Context: an optimization exercise on an open-source flow, tuned for small area and a short achievable clock period. The choices shown serve that exercise and are no tape-out recipe. Only simulation tests tie the RTL to the original design; equivalence was not proved. Power and IR drop assume default switching activity.

==> flow/design.v (excerpt) <==
module pipe5_core (
    input  wire        clk,
    input  wire        rst,
    output wire        imem_en,
    output wire [9:0]  imem_addr,
    input  wire [31:0] imem_data,
    output wire        dmem_req,
    output wire        dmem_we,
    output wire [19:0] dmem_addr,
    output wire [31:0] dmem_wdata,
    input  wire        dmem_ready,
    input  wire [31:0] dmem_rdata,
    output wire        retire,
    output wire        wb_we,
    output wire [3:0]  wb_rd,
    output wire [31:0] wb_data,
    output wire        halted
);
Size: ~710 flip-flops, about 0.051 sq mm of cells after synthesis.
make LEC_CHECK=0 CAP_MARGIN=20 CORE_MARGIN=2 CORE_UTILIZATION=60 PLACE_DENSITY=0.7 SETUP_SLACK_MARGIN=5 SLEW_MARGIN=20 SYNTH_HIERARCHICAL=1 finish   # period 11.0 ns
run.sh (not shown) runs the stock make flow with config.mk's settings and CLKGATE_MAP_FILE= SYNTH_SCRIPT=/design/flow/synth_recipe.tcl, a recipe that flattens the netlist after the stock synthesis.
Rerun with:
==> flow/flow/run.sh (new file) <==
#!/bin/bash
# Layout: the standard flow (standard synthesis, floorplan, place, CTS,
# route, finish) with two changes:
# - the input and output ports are buffered with sky130_fd_sc_hd__buf_2
#   cells instead of the clkdlybuf4s50_1 delay cells that buffer_ports picks
#   by default (every port still gets its own buffer);
# - timing repair aims for 6 ns of setup slack at the design's period
#   (config.mk's SETUP_SLACK_MARGIN stops at 5).
# The clock, its period and the I/O constraints are the standard flow's, unchanged.
# The make output goes to standard.log; ORFS keeps each step's log under
# orfs/logs.
set -euo pipefail
bash standard.sh "BUFFER_PORTS_ARGS=-buffer_cell sky130_fd_sc_hd__buf_2" \
    SETUP_SLACK_MARGIN=6 finish > standard.log 2>&1
==> flow/standard.sh (new file) <==
#!/bin/bash
# synth_recipe.tcl (not shown) runs the flow's synth.tcl, then flattens the netlist and writes it again
# the make line also repeats each setting of config.mk as NAME=value (left out here)
make -C /OpenROAD-flow-scripts/flow DESIGN_CONFIG=/design/flow/config.mk WORK_HOME=/design/flow/orfs CLKGATE_MAP_FILE= SYNTH_SCRIPT=/design/flow/synth_recipe.tcl "${@:-finish}"
removed: flow/run.sh
The new run passed the timing, DRC and antenna checks.
Setup slack gains 0.45 ns.
Global-route usage rises by 2.4 points.
Wire length rises by about 5.6%.
Combinational power rises by about 9%.
Final area rises by 3.1%.
Utilization rises by 2.2 points.
Area after synthesis stays the same.


Setup of old:
pipe5_core, a different RTL version from the one above (not shown whole).
Size in the first run: ~4400 cells after synthesis, roughly 700 flip-flops, roughly 50000 um2 of cells after synthesis.
Settings: LEC_CHECK=0, CAP_MARGIN=20, CORE_MARGIN=2, CORE_UTILIZATION=40, PLACE_DENSITY=0.6, SLEW_MARGIN=20, SYNTH_HIERARCHICAL=1; clock period 11.0 ns.
Stock flow here: none of the scripts above is used.
old: full flow OK, the timing, DRC and antenna checks passed
Input changes introduced in new (baseline for comparison: old):
-- flow/config.mk --
<<< old, line 12
>>> new, line 12
export SETUP_SLACK_MARGIN = 5
Notes after the runs:
Looking at setup slack on the worst flop-to-flop path across old and new, the one that comes out higher is new.
Compared new vs old, and number of non-clock buffers in the layout is up in new.
Of old and new, the lower final clock period utilization by the worst path belongs to new.
Side by side, logic depth of the worst setup path including buffers turned out higher in new than in old.
On worst hold slack, old tracks new almost exactly.


## run P
Another version of the RTL of pipe5_core (not shown whole).
Size: roughly 170 I/O pins.
// pipe5_core
module pipe5_core (
    input  wire        clk,
    input  wire        rst,
    output wire        imem_en,
    output wire [9:0]  imem_addr,
    input  wire [31:0] imem_data,
    output wire        dmem_req,
    output wire        dmem_we,
    output wire [19:0] dmem_addr,
    output wire [31:0] dmem_wdata,
    input  wire        dmem_ready,
    input  wire [31:0] dmem_rdata,
    output wire        retire,
    output wire        wb_we,
    output wire [3:0]  wb_rd,
    output wire [31:0] wb_data,
    output wire        halted
);
Settings: LEC_CHECK=0, CAP_MARGIN=20, CORE_MARGIN=2, CORE_UTILIZATION=45, PLACE_DENSITY=0.65, SETUP_SLACK_MARGIN=5, SLEW_MARGIN=20, SYNTH_HIERARCHICAL=1; clock period 11.0 ns.
standard.sh (not shown) runs the stock make flow with config.mk's settings and CLKGATE_MAP_FILE= SYNTH_SCRIPT=/design/flow/synth_recipe.tcl, a recipe that flattens the netlist after the stock synthesis.
==> flow/flow/run.sh <==
#!/bin/bash
# Layout: the standard flow with these changes:
# - after the standard synthesis, every combinational cell is set to the
#   smallest drive of its family (flow/downsize.py; the logic is unchanged,
#   flip-flops are untouched); timing repair later upsizes what needs it;
# - the input and output ports are buffered with sky130_fd_sc_hd__buf_2
#   cells instead of the clkdlybuf4s50_1 delay cells that buffer_ports picks
#   by default (every port still gets its own buffer);
# - timing repair aims for 6 ns of setup slack at the design's period
#   (config.mk's SETUP_SLACK_MARGIN stops at 5);
# - clock tree synthesis does not add dummy loads.
# The clock, its period and the I/O constraints are the standard flow's, unchanged.
# Logs: synth.log, downsize.log and standard.log here, and each ORFS step's
# log under orfs/logs.
set -euo pipefail
ARGS=("BUFFER_PORTS_ARGS=-buffer_cell sky130_fd_sc_hd__buf_2" SETUP_SLACK_MARGIN=6
      "CTS_ARGS=-sink_clustering_enable -repair_clock_nets -dont_use_dummy_load")
bash standard.sh "${ARGS[@]}" synth > synth.log 2>&1
R=$PWD/orfs/results/$FLOW_PLATFORM/pipe5_core/base
cp "$R/1_2_yosys.v" "$R/1_2_yosys.std.v"
python3 flow/downsize.py "$FLOW_HOME/platforms/$FLOW_PLATFORM/lib/sky130_fd_sc_hd__tt_025C_1v80.lib" "$R/1_2_yosys.v" > downsize.log 2>&1
rm -f "$R/1_synth.odb" "$R/1_synth.sdc"
bash standard.sh "${ARGS[@]}" finish > standard.log 2>&1
Other scripts of this flow, unchanged in this note and not shown: flow/flow/downsize.py
Input changes introduced in run Z (baseline for comparison: run P):
# run P
export LEC_CHECK = 0
export CAP_MARGIN = 20
export CORE_MARGIN = 2
export CORE_UTILIZATION = 45
export PLACE_DENSITY = 0.65
export SETUP_SLACK_MARGIN = 5
export SLEW_MARGIN = 20
export SYNTH_HIERARCHICAL = 1
create_clock -name core_clock -period 11.0 [get_ports {clk}]
# run Z
export LEC_CHECK = 0
export CAP_MARGIN = 20
export CORE_MARGIN = 2
export CORE_UTILIZATION = 45
export CTS_BUF_LIST = sky130_fd_sc_hd__clkbuf_8
export CTS_CLUSTER_SIZE = 24
export PLACE_DENSITY = 0.65
export SETUP_SLACK_MARGIN = 5
export SLEW_MARGIN = 20
export SYNTH_HIERARCHICAL = 1
create_clock -name core_clock -period 11.0 [get_ports {clk}]
diff --git a/flow/flow/run.sh b/flow/flow/run.sh
--- a/flow/flow/run.sh
+++ b/flow/flow/run.sh
@@ -9,4 +9,3 @@
 # - timing repair aims for 6 ns of setup slack at the design's period
-#   (config.mk's SETUP_SLACK_MARGIN stops at 5);
-# - clock tree synthesis does not add dummy loads.
+#   (config.mk's SETUP_SLACK_MARGIN stops at 5).
 # The clock, its period and the I/O constraints are the standard flow's, unchanged.
@@ -15,4 +14,3 @@
 set -euo pipefail
-ARGS=("BUFFER_PORTS_ARGS=-buffer_cell sky130_fd_sc_hd__buf_2" SETUP_SLACK_MARGIN=6
-      "CTS_ARGS=-sink_clustering_enable -repair_clock_nets -dont_use_dummy_load")
+ARGS=("BUFFER_PORTS_ARGS=-buffer_cell sky130_fd_sc_hd__buf_2" SETUP_SLACK_MARGIN=6)
 bash standard.sh "${ARGS[@]}" synth > synth.log 2>&1
- Run Z was carried through to the last stage, and its layout satisfied the timing, DRC and antenna checks.
- Combinational power of run P is on par with run Z.
- The non-clock buffer instance count of the final layout of run Z falls short of that of run P by about 5.6%.
- Period utilization, run P and run Z: larger value in run P
- NOTE non-filler instance count after layout run P->run Z increased slightly
- Run Z vs. run P: fraction of final layout cells with drive strength greater than 1 now sits higher, number of instances in the synthesized netlist now sits at about the same level, via count of the first global-routing pass now sits higher, number of flip-flops and latches now sits at about the same level.

what the ideal ports hide:
The results above use ideal ports. As a check the final layouts listed here were re-extracted and re-timed, cells and wires unchanged. Step 1 (the two cells are an assumption about what drives the block):
set clk [get_ports {clk}]
set_driving_cell -lib_cell sky130_fd_sc_hd__clkbuf_16 $clk
set_driving_cell -lib_cell sky130_fd_sc_hd__buf_2 [delete_from_list [all_inputs] $clk]
Step 2 moves the port delays by t, midway between the first and last clock arrival at a register: inputs arrive t later, outputs are due t later. That takes back most of the time a late clock gives input paths. a / b / c = no drivers / after step 1 / after step 2; a / b = the first two.
run | t, ns | slack for setup (ns) | hold WS [ns] | latest minus earliest clock arrival (ns) | slew at the worst register clock pin (ns)
the first run of note 1 | 0.717 | 5.175 / 5.175 / 5.175 | 0.450 / 0.450 / 0.450 | 0.034 / 0.034 | 0.07 / 0.07
the second run of note 1 | 0.724 | 5.621 / 5.621 / 5.621 | 0.446 / 0.446 / 0.446 | 0.045 / 0.045 | 0.07 / 0.07
old | 0.774 | 4.095 / 4.017 / 4.418 | 0.436 / 0.436 / 0.436 | 0.062 / 0.061 | 0.07 / 0.07
new | 0.772 | 5.092 / 5.092 / 5.092 | 0.436 / 0.436 / 0.436 | 0.046 / 0.046 | 0.07 / 0.07
run P | 0.698 | 5.744 / 5.744 / 5.744 | 0.452 / 0.452 / 0.452 | 0.106 / 0.105 | 0.07 / 0.07
run Z | 0.909 | 5.781 / 5.781 / 5.781 | 0.436 / 0.436 / 0.436 | 0.069 / 0.069 | 0.08 / 0.08
After both steps setup and hold are still met in every run listed.
